From an optimization exercise on the open Yosys and OpenROAD flow, aimed at small area, a short achievable clock period and few clock cycles; shortcuts taken in it are not production practice. The RTL was checked by simulation tests, not by an equivalence proof against the original design. No activity file was given, so power comes from the tool's default toggle rates.

## pwm_calc
module pwm_calc #(
    parameter [31:0] OSC_HZ     = 32'd10000000,
    parameter [15:0] PRESCALE   = 16'd16,
    parameter integer RES       = 8,
    parameter [15:0] FREQ_SCALE = 16'd100
) (
    input  wire        clk,
    input  wire        rst,
    input  wire        req_valid,
    input  wire        req_write,
    input  wire [7:0]  req_off,
    input  wire [31:0] req_data,
    output reg         resp_valid,
    output reg  [1:0]  resp_code,
    output reg  [31:0] resp_data
);
Settings: LEC_CHECK=0, CAP_MARGIN=20, CORE_MARGIN=2, CORE_UTILIZATION=40, SLEW_MARGIN=20; clock period 8.0 ns.
run.sh (not shown) runs the stock make flow with config.mk's settings and CLKGATE_MAP_FILE= SYNTH_SCRIPT=/design/flow/synth_recipe.tcl, a recipe that flattens the netlist after the stock synthesis.
The first run finished clean.
Testbench counts at the start, summed over its fixed seeds: cycles 8,825.
Edit:
Settings changed: SETUP_SLACK_MARGIN from default to 3.3.
The new run ran to the end with no violations.
Total power goes up by 8.3%.
Cell count goes up by 6.1%.
Count of clock-buffer cells in the layout goes down by 1.
First-iteration DRC count goes up by 11%.
Utilization goes up by 6.2 points.
Via count goes up by 7.0%.
Routed wire length goes up by 9.4%.
Hold slack barely changes.
Worst setup slack improved by 0.78 ns.
Non-clock buffer count goes up by 81.
Flip-flop and latch count is unchanged.


pwm_calc, a different RTL version from the one above (not shown whole).
Size: about 93 flip-flops, ~7900 um2 of cells after synthesis.
Settings: LEC_CHECK=0, CAP_MARGIN=20, CORE_MARGIN=2, CORE_UTILIZATION=40, CTS_BUF_LIST=sky130_fd_sc_hd__clkbuf_4 sky130_fd_sc_hd__clkbuf_8, SETUP_SLACK_MARGIN=3.4, SLEW_MARGIN=20; clock period 8.0 ns.
standard.sh (not shown) runs the stock make flow with config.mk's settings and CLKGATE_MAP_FILE= SYNTH_SCRIPT=/design/flow/synth_recipe.tcl, a recipe that flattens the netlist after the stock synthesis.
==> flow/flow/run.sh <==
#!/bin/bash
# Layout flow: the standard flow (standard.sh), unchanged except that
# the slow high-stack OR/AND gates (or3, or4, and4 and their inverted-input
# forms) are added to the platform's don't-use list, so that synthesis and
# repair build those functions from faster NAND/NOR gates. Registers,
# floorplan, power grid, placement, CTS and routing are the standard flow's.
set -euo pipefail
W=$(pwd)
base=$(make -s -C "$FLOW_HOME" DESIGN_CONFIG="$W/config.mk" WORK_HOME="$W/orfs_vars" \
    print-DONT_USE_CELLS 2>/dev/null | sed -n 's/^DONT_USE_CELLS: //p')
rm -rf "$W/orfs_vars"
[ -n "$base" ]
extra=""
for c in or3_1 or3_2 or3_4 or3b_1 or3b_2 or3b_4 or4_1 or4_2 or4_4 or4b_1 or4b_2 or4b_4 \
         or4bb_1 or4bb_2 or4bb_4 and4_1 and4_2 and4_4 and4b_1 and4b_2 and4b_4 \
         and4bb_1 and4bb_2 and4bb_4; do
    extra="$extra sky130_fd_sc_hd__$c"
done
printf '%s\n' "$base$extra" > "$W/dont_use.txt"
# same make command as standard.sh, with the longer don't-use list
sed "s#^make -C \(.*\) \"\\\${@:-finish}\"#make -C \1 DONT_USE_CELLS=\"\$(cat $W/dont_use.txt)\" \"\${@:-finish}\"#" \
    "$W/standard.sh" > "$W/my_standard.sh"
grep -q "dont_use.txt" "$W/my_standard.sh"
bash "$W/my_standard.sh" > "$W/flow_make.log" 2>&1
The starting point finished with timing, DRC and antenna clean.
Testbench counts at the start, summed over its fixed seeds: cycles 8,596.
==> next run, changes <==
==> flow/run.sh (new file) <==
#!/bin/bash
# synth_recipe.tcl (not shown) runs the flow's synth.tcl, then flattens the netlist and writes it again
# the make line also repeats each setting of config.mk as NAME=value (left out here)
make -C /OpenROAD-flow-scripts/flow DESIGN_CONFIG=/design/flow/config.mk WORK_HOME=/design/flow/orfs CLKGATE_MAP_FILE= SYNTH_SCRIPT=/design/flow/synth_recipe.tcl finish
- SETUP_SLACK_MARGIN: 3.4 -> 3.15
removed: flow/flow/run.sh
removed: flow/standard.sh
Effect: The changed run produced a clean layout; cell count fell by 1.4%; cell area fell by 2.0%; flip-flop and latch count does not change.
==> next run, changes <==
- SETUP_SLACK_MARGIN: 3.15 -> 3.7
=> Combinational power increases by about 6%. Worst setup slack gets better by 0.070 ns. Final cell count increases by 1.9%. Worst hold slack is about the same. Area after synthesis stays the same. Flip-flop and latch count stays the same. Global-route usage increases by 0.76 points. Sequential power stays flat. Clock-buffer cell count increases by 1. Clock power increases by 9.5%.
==> next run, changes <==
- ABC_AREA: default -> 1
- SETUP_SLACK_MARGIN: 3.7 -> 3.4
The changed run completed with no timing, DRC or antenna violations. Clock power decreases by about 4%. Cell count increases by 22%. Area after synthesis increases by about 6%. Global-route usage increases by 1.5 points. Wire length increases by about 14%. Synthesized cell count increases by 25%. Die area increases by 6.2%. Hold slack is about the same. Combinational power increases by 7.8%.


pwm_calc, a different RTL version from the one above (not shown whole).
Size: about 980 cells after synthesis, about 92 flip-flops, about 79 I/O pins, roughly 7900 um^2 of cells after synthesis.
make LEC_CHECK=0 CAP_MARGIN=20 CORE_MARGIN=2 CORE_UTILIZATION=40 SETUP_SLACK_MARGIN=3.7 SLEW_MARGIN=20 finish   # period 8.0 ns
run.sh (not shown) runs the stock make flow with config.mk's settings and CLKGATE_MAP_FILE= SYNTH_SCRIPT=/design/flow/synth_recipe.tcl, a recipe that flattens the netlist after the stock synthesis.
Stock flow here: none of the scripts above is used.
Testbench counts at the start, summed over its fixed seeds: cycles 8,596.
Then changed:
- SETUP_SLACK_MARGIN: 3.7 -> 3.3
Result: Setup slack gets worse by 110 ps. Critical path depth goes down by 13. Sequential cell count stays the same. Count of clock-buffer cells in the layout is unchanged. Worst hold slack gets better by 3.8 ps. Cell count goes down slightly. Routed wire length goes down slightly. Clock power goes down by a few percent. Fmax goes down by a few percent.


Another version of the RTL of pwm_calc (not shown whole).
Size: roughly 93 flip-flops, roughly 0.0080 sq mm of cells after synthesis.
make LEC_CHECK=0 CAP_MARGIN=5 CORE_MARGIN=2 CORE_UTILIZATION=40 CTS_BUF_LIST='sky130_fd_sc_hd__clkbuf_4 sky130_fd_sc_hd__clkbuf_8' SETUP_SLACK_MARGIN=3.0 SLEW_MARGIN=5 finish   # period 8.0 ns
Testbench counts at the start, summed over its fixed seeds: cycles 8,596.
==> next run, changes <==
CAP_MARGIN = 20   (was 5)
SETUP_SLACK_MARGIN = 2.6   (was 3.0)
SLEW_MARGIN = 20   (was 5)
Outcome: The new run ran to the end with no violations; core utilization came out lower by 0.52 points; clock power barely changes; routed wire length came out lower slightly; via count came out lower slightly; global-route usage barely changes; first-iteration DRC count came out higher slightly; sequential cell count is unchanged; power came out lower slightly.
==> next run, changes <==
SETUP_SLACK_MARGIN = 3.25   (was 2.6)
Effect: The new run ran to the end with no violations; hold slack is worse by 11 ps; global-route usage hardly moves; maximum frequency increases by a little under a tenth; design area increases by a few percent; final cell count increases slightly; power increases by a little under a tenth; first-iteration DRC count increases by a little under a tenth; setup slack is better by 390 ps; synthesized area stays the same; via count increases by a few percent.


The RTL this note starts from:
==> flow/design.v <==
module pwm_calc #(
    parameter [31:0] OSC_HZ     = 32'd10000000,
    parameter [15:0] PRESCALE   = 16'd16,
    parameter integer RES       = 8,
    parameter [15:0] FREQ_SCALE = 16'd100
) (
    input  wire        clk,
    input  wire        rst,
    input  wire        req_valid,
    input  wire        req_write,
    input  wire [7:0]  req_off,
    input  wire [31:0] req_data,
    output reg         resp_valid,
    output reg  [1:0]  resp_code,
    output reg  [31:0] resp_data
);
    localparam [63:0] N     = OSC_HZ * FREQ_SCALE;           
    localparam [63:0] DSC   = 4 * PRESCALE;                   
    localparam integer DW   = RES + 3;                        
    localparam [63:0] K     = (2 * N) / DSC;                  
    localparam [31:0] FMIN  = (N + (DSC << RES) - 1) / (DSC << RES);  
    localparam [31:0] FMAX  = N / DSC;                        
    localparam [31:0] T1    = K / 3;
    localparam [31:0] T2    = K / 5;
    localparam [31:0] T3    = K / 7;
    localparam [31:0] T4    = K / 9;
    localparam [31:0] T16   = K / 33;
    localparam integer FW   = 22;                             
    function automatic le_const(input [31:0] x, input [31:0] c);
        integer i;
        begin
            le_const = 1'b1;
            for (i = 0; i < 32; i = i + 1)
                le_const = c[i] ? (!x[i] || le_const) : (!x[i] && le_const);
        end
    endfunction
    localparam [1:0] RESP_OKAY   = 2'd0;
    localparam [1:0] RESP_CMDERR = 2'd1;
    localparam [1:0] RESP_BUSERR = 2'd2;
    localparam [1:0] ERR_NONE    = 2'd0;
    localparam [1:0] ERR_RANGE   = 2'd1;
    localparam [1:0] ERR_NOINIT  = 2'd2;
    localparam [1:0] ERR_BADPCT  = 2'd3;
    reg [RES-1:0] period;    
    reg [DW-1:0]  duty;      
    reg [1:0]     err;
    reg           init;
    reg           duty_cur;
    reg           dv_busy;   
    reg           dv_first;  
    reg [2:0]     dv_cnt;    
    reg [FW-1:0]  dv_rem;
    reg [FW-1:0]  dv_f;
    reg [1:0]     p_code;    
    reg           du_busy;   
    reg [2:0]     du_j;      
    reg           du_b;      
    reg           du_last;   
    reg [4:0]     du_r;      
    reg [2:0]     pct_a;     
    reg [4:0]     pct_c;     
    wire off_f   = (req_off == 8'h00);
    wire off_p   = (req_off == 8'h04);
    wire off_per = (req_off == 8'h08);
    wire off_dut = (req_off == 8'h0C) || (req_off == 8'h10) || (req_off == 8'h14);
    wire mapped  = (req_off[1:0] == 2'b00) && (req_off <= 8'h28);
    wire f_in_range = !le_const(req_data, FMIN - 1) && le_const(req_data, FMAX);
    wire pct_ok     = le_const(req_data, 32'd100);
    wire stall = req_write ? ((off_f && (dv_busy || du_busy)) ||
                              (off_p && (du_busy || (dv_busy && !dv_first))))
                           : ((off_per && dv_busy) || (off_dut && du_busy));
    reg [31:0] rd_data;
    always @(*) begin
        case (req_off)
            8'h08:   rd_data = {{(32-RES){1'b0}}, period};
            8'h0C:   rd_data = {{(32-DW){1'b0}}, duty};
            8'h10:   rd_data = {{(32-DW+2){1'b0}}, duty[DW-1:2]};
            8'h14:   rd_data = {30'd0, duty[1:0]};
            8'h18:   rd_data = {28'd0, duty_cur, init, err};
            8'h1C:   rd_data = OSC_HZ;
            8'h20:   rd_data = {16'd0, PRESCALE};
            8'h24:   rd_data = RES;
            8'h28:   rd_data = {16'd0, FREQ_SCALE};
            default: rd_data = 32'd0;
        endcase
    end
    always @(*) begin
        resp_valid = req_valid && !stall;
        resp_data  = req_write ? 32'd0 : rd_data;
        resp_code[1] = !mapped || (req_write && !off_f && !off_p);
        resp_code[0] = req_write && ((off_f && !f_in_range) ||
                                     (off_p && (!init || !pct_ok)));
    end
    wire accept = req_valid && !stall;
    wire do_f   = accept && req_write && off_f;
    wire do_p   = accept && req_write && off_p;
    wire ge1  = le_const(req_data, T1);
    wire ge2  = le_const(req_data, T2);
    wire ge3  = le_const(req_data, T3);
    wire ge4  = le_const(req_data, T4);
    wire ge16 = le_const(req_data, T16);
    wire [24:0] h_full = (K[24:0] - {3'b0, req_data[FW-1:0]}) >> 1;
    wire [FW:0]   dv_sh   = {dv_rem, period[RES-1]};
    wire [FW+1:0] dv_diff = {1'b0, dv_sh} - {2'b0, dv_f};
    wire          dv_fit  = !dv_diff[FW+1];
    wire [5:0] du_c12  = {1'b0, pct_c} + 6'd12;
    wire [6:0] du_c212 = {1'b0, pct_c, 1'b0} + 7'd12;
    wire [6:0] du_k    = du_last ? (du_b ? du_c212 : {1'b0, du_c12})
                                 : (du_b ? {2'b0, pct_c} : 7'd0);
    wire [3:0] du_a    = (du_last && du_b) ? {pct_a, 1'b0} :
                         (du_last || du_b) ? {1'b0, pct_a} : 4'd0;
    wire [6:0] du_t    = {1'b0, du_r, 1'b0} + du_k;            
    wire [2:0] du_q    = (du_t >= 7'd100) ? 3'd4 : (du_t >= 7'd75) ? 3'd3 :
                         (du_t >= 7'd50)  ? 3'd2 : (du_t >= 7'd25) ? 3'd1 : 3'd0;
    wire [6:0] du_rn   = du_t - du_q * 7'd25;
    wire [DW-1:0] du_x  = {duty[DW-2:0], 1'b0} + {{(DW-4){1'b0}}, du_a};
    wire [DW-4:0] du_xi = du_x[DW-1:3] + 1'b1;
    wire [3:0]    du_lo = {1'b0, du_x[2:0]} + {1'b0, du_q};
    wire [DW-1:0] du_qn = {du_lo[3] ? du_xi : du_x[DW-1:3], du_lo[2:0]};
    wire [6:0] pct_in = req_data[6:0];
    wire [2:0] pa_in  = (pct_in >= 7'd100) ? 3'd4 : (pct_in >= 7'd75) ? 3'd3 :
                        (pct_in >= 7'd50)  ? 3'd2 : (pct_in >= 7'd25) ? 3'd1 : 3'd0;
    wire [4:0] pc_in  = pct_in - pa_in * 7'd25;
    wire [2:0] p_top  = (p_code == 2'd3) ? 3'd7 : (p_code == 2'd2) ? 3'd3 :
                        (p_code == 2'd1) ? 3'd1 : 3'd0;
    wire       p_one  = (p_code == 2'd0);
    wire       p_topb = period[p_top] && !p_one;
    wire [2:0] p_next = p_one ? 3'd0 : p_top - 1'b1;
    wire [2:0] b_idx  = du_busy ? du_j - 1'b1 : p_next;
    always @(posedge clk) begin
        if (dv_busy) begin
            dv_rem <= dv_fit ? dv_diff[FW-1:0] : dv_sh[FW-1:0];
            dv_cnt <= dv_cnt - 1'b1;
        end else begin
            dv_rem <= ge16 ? {{(FW-17){1'b0}}, h_full[24:8]} : {1'b0, h_full[24:4]};
            dv_cnt <= ge16 ? 3'd7 : 3'd3;
            dv_f   <= req_data[FW-1:0];
        end
        if (du_busy) begin
            du_r    <= du_rn[4:0];
            du_j    <= du_j - 1'b1;
            du_last <= (du_j == 3'd1);
        end else begin
            du_r  <= (p_topb && !dv_busy) ? pc_in : 5'd0;
            du_j  <= dv_busy ? p_top : p_next;
            du_last <= dv_busy ? 1'b0 : (p_next == 3'd0);
            pct_a <= pa_in;
            pct_c <= pc_in;
        end
        du_b <= dv_busy ? dv_fit : period[b_idx];
    end
    always @(posedge clk) begin
        if (rst) begin
            period   <= {RES{1'b0}};
            duty     <= {DW{1'b0}};
            err      <= ERR_NONE;
            init     <= 1'b0;
            duty_cur <= 1'b0;
            dv_busy  <= 1'b0;
            dv_first <= 1'b0;
            du_busy  <= 1'b0;
        end else begin
            if (dv_busy) begin
                period   <= {period[RES-2:0], dv_fit};
                dv_first <= 1'b0;
                if (dv_cnt == 3'd0) dv_busy <= 1'b0;
            end
            if (du_busy) begin
                duty <= du_qn;
                if (du_last) du_busy <= 1'b0;
            end
            if (do_f) begin
                if (!f_in_range) begin
                    err <= ERR_RANGE;
                end else begin
                    err      <= ERR_NONE;
                    init     <= 1'b1;
                    duty_cur <= 1'b0;
                    if (!ge4) begin
                        period <= {{(RES-2){1'b0}}, ge2, ge1 ^ ge2 ^ ge3};
                        p_code <= {1'b0, ge2};
                    end else begin
                        period   <= ge16 ? h_full[7:0] : {h_full[3:0], 4'b0};
                        dv_busy  <= 1'b1;
                        dv_first <= 1'b1;
                        p_code   <= ge16 ? 2'd3 : 2'd2;
                    end
                end
            end
            if (do_p) begin
                if (!init) begin
                    err <= ERR_NOINIT;
                end else if (!pct_ok) begin
                    err <= ERR_BADPCT;
                end else begin
                    err      <= ERR_NONE;
                    duty_cur <= 1'b1;
                    du_busy  <= 1'b1;
                    duty <= (p_topb && !dv_busy) ? {{(DW-3){1'b0}}, pa_in} : {DW{1'b0}};
                end
            end
        end
    end
endmodule
==> flow/config.mk <==
export PLATFORM = sky130hd
export DESIGN_NAME = pwm_calc
export DESIGN_NICKNAME = pwm_calc
export VERILOG_FILES = /design/flow/design.v
export SDC_FILE = /design/flow/constraint.sdc
export NUM_CORES = 4
export LEC_CHECK = 0
export CAP_MARGIN = 20
export CORE_MARGIN = 2
export CORE_UTILIZATION = 40
export CTS_BUF_LIST = sky130_fd_sc_hd__clkbuf_4 sky130_fd_sc_hd__clkbuf_8
export CTS_CLUSTER_DIAMETER = 100
export CTS_CLUSTER_SIZE = 50
export SETUP_SLACK_MARGIN = 3.15
export SLEW_MARGIN = 20
==> flow/constraint.sdc <==
create_clock -name core_clock -period 8.0 [get_ports {clk}]
set_input_delay 1.6000 -clock core_clock [delete_from_list [all_inputs] [get_ports {clk}]]
set_output_delay 1.6000 -clock core_clock [all_outputs]
set_load 0.01 [all_outputs]
The baseline finished clean.
Testbench counts at the start, summed over its fixed seeds: cycles 8,596.
Change:
- CTS_CLUSTER_DIAMETER: 100 -> default
- CTS_CLUSTER_SIZE: 50 -> default
- SETUP_SLACK_MARGIN: 3.15 -> 3.2
Effect:
- The new run completed without violations
- maximum frequency fell by 1.1%
- die area does not change
- global-route usage is higher by 0.52 points
- clock power is higher by 25%
- critical path depth goes up by 4
- hold slack is better by 0.0053 ns
- synthesized area does not change
- first-iteration DRC count increases by 4.3%
- wire length rises by 2.6%
- register-to-register slack improves by 0.05 ns

static timing again, ports no longer ideal:
The results above use ideal ports. As a check the final layouts listed here were re-extracted and re-timed, cells and wires unchanged.
Step 1: set_driving_cell puts a clkbuf_16 on clk and a buf_2 on each other input, an assumption about the parent block.
Step 2 adds t to the input delays and takes it off the output delays; t is the mean of the earliest and latest rising clock arrival at the registers after step 1. Input paths then give back, and output paths get back, about the clock's delay inside the block.
Three values: no drivers, after step 1, after step 2; two values: the first two.
run | t (ns) | setup WS [ns] | clock arrival spread, ns | worst register clock-pin slew, ns | worst slew at a driven data input, ns
the first run of note 1 | 0.392 | 1.450 / 1.450 / 1.450 | 0.009 / 0.009 | 0.07 / 0.07 | 0.05
the second run of note 1 | 0.392 | 2.231 / 2.231 / 2.231 | 0.011 / 0.012 | 0.07 / 0.07 | 0.11
the first run of note 2 | 0.425 | 3.263 / 3.204 / 3.204 | 0.013 / 0.013 | 0.10 / 0.10 | 0.08
the second run of note 2 | 0.422 | 3.201 / 3.182 / 3.182 | 0.008 / 0.008 | 0.10 / 0.10 | 0.07
the third run of note 2 | 0.427 | 3.271 / 3.251 / 3.251 | 0.014 / 0.014 | 0.10 / 0.10 | 0.07
the fourth run of note 2 | 0.418 | 3.353 / 3.282 / 3.063 | 0.014 / 0.014 | 0.10 / 0.10 | 0.09
the first run of note 3 | 0.400 | 3.309 / 3.253 / 3.253 | 0.012 / 0.012 | 0.07 / 0.07 | 0.07
the second run of note 3 | 0.399 | 3.197 / 3.144 / 3.144 | 0.012 / 0.013 | 0.07 / 0.07 | 0.07
the first run of note 4 | 0.417 | 3.058 / 3.036 / 3.036 | 0.011 / 0.012 | 0.10 / 0.10 | 0.07
the second run of note 4 | 0.417 | 2.674 / 2.633 / 2.633 | 0.011 / 0.011 | 0.10 / 0.10 | 0.06
the third run of note 4 | 0.409 | 3.068 / 3.037 / 3.037 | 0.009 / 0.008 | 0.09 / 0.09 | 0.07
the first run of note 5 | 0.413 | 3.150 / 3.087 / 3.087 | 0.011 / 0.010 | 0.10 / 0.10 | 0.08
the second run of note 5 | 0.418 | 3.097 / 3.013 / 2.749 | 0.017 / 0.017 | 0.10 / 0.10 | 0.09
After both steps setup and hold are still met in every run listed. For the second run of note 5, which loses most, drivers alone change the setup slack by -0.084 ns; drivers and shift together by -0.348 ns.
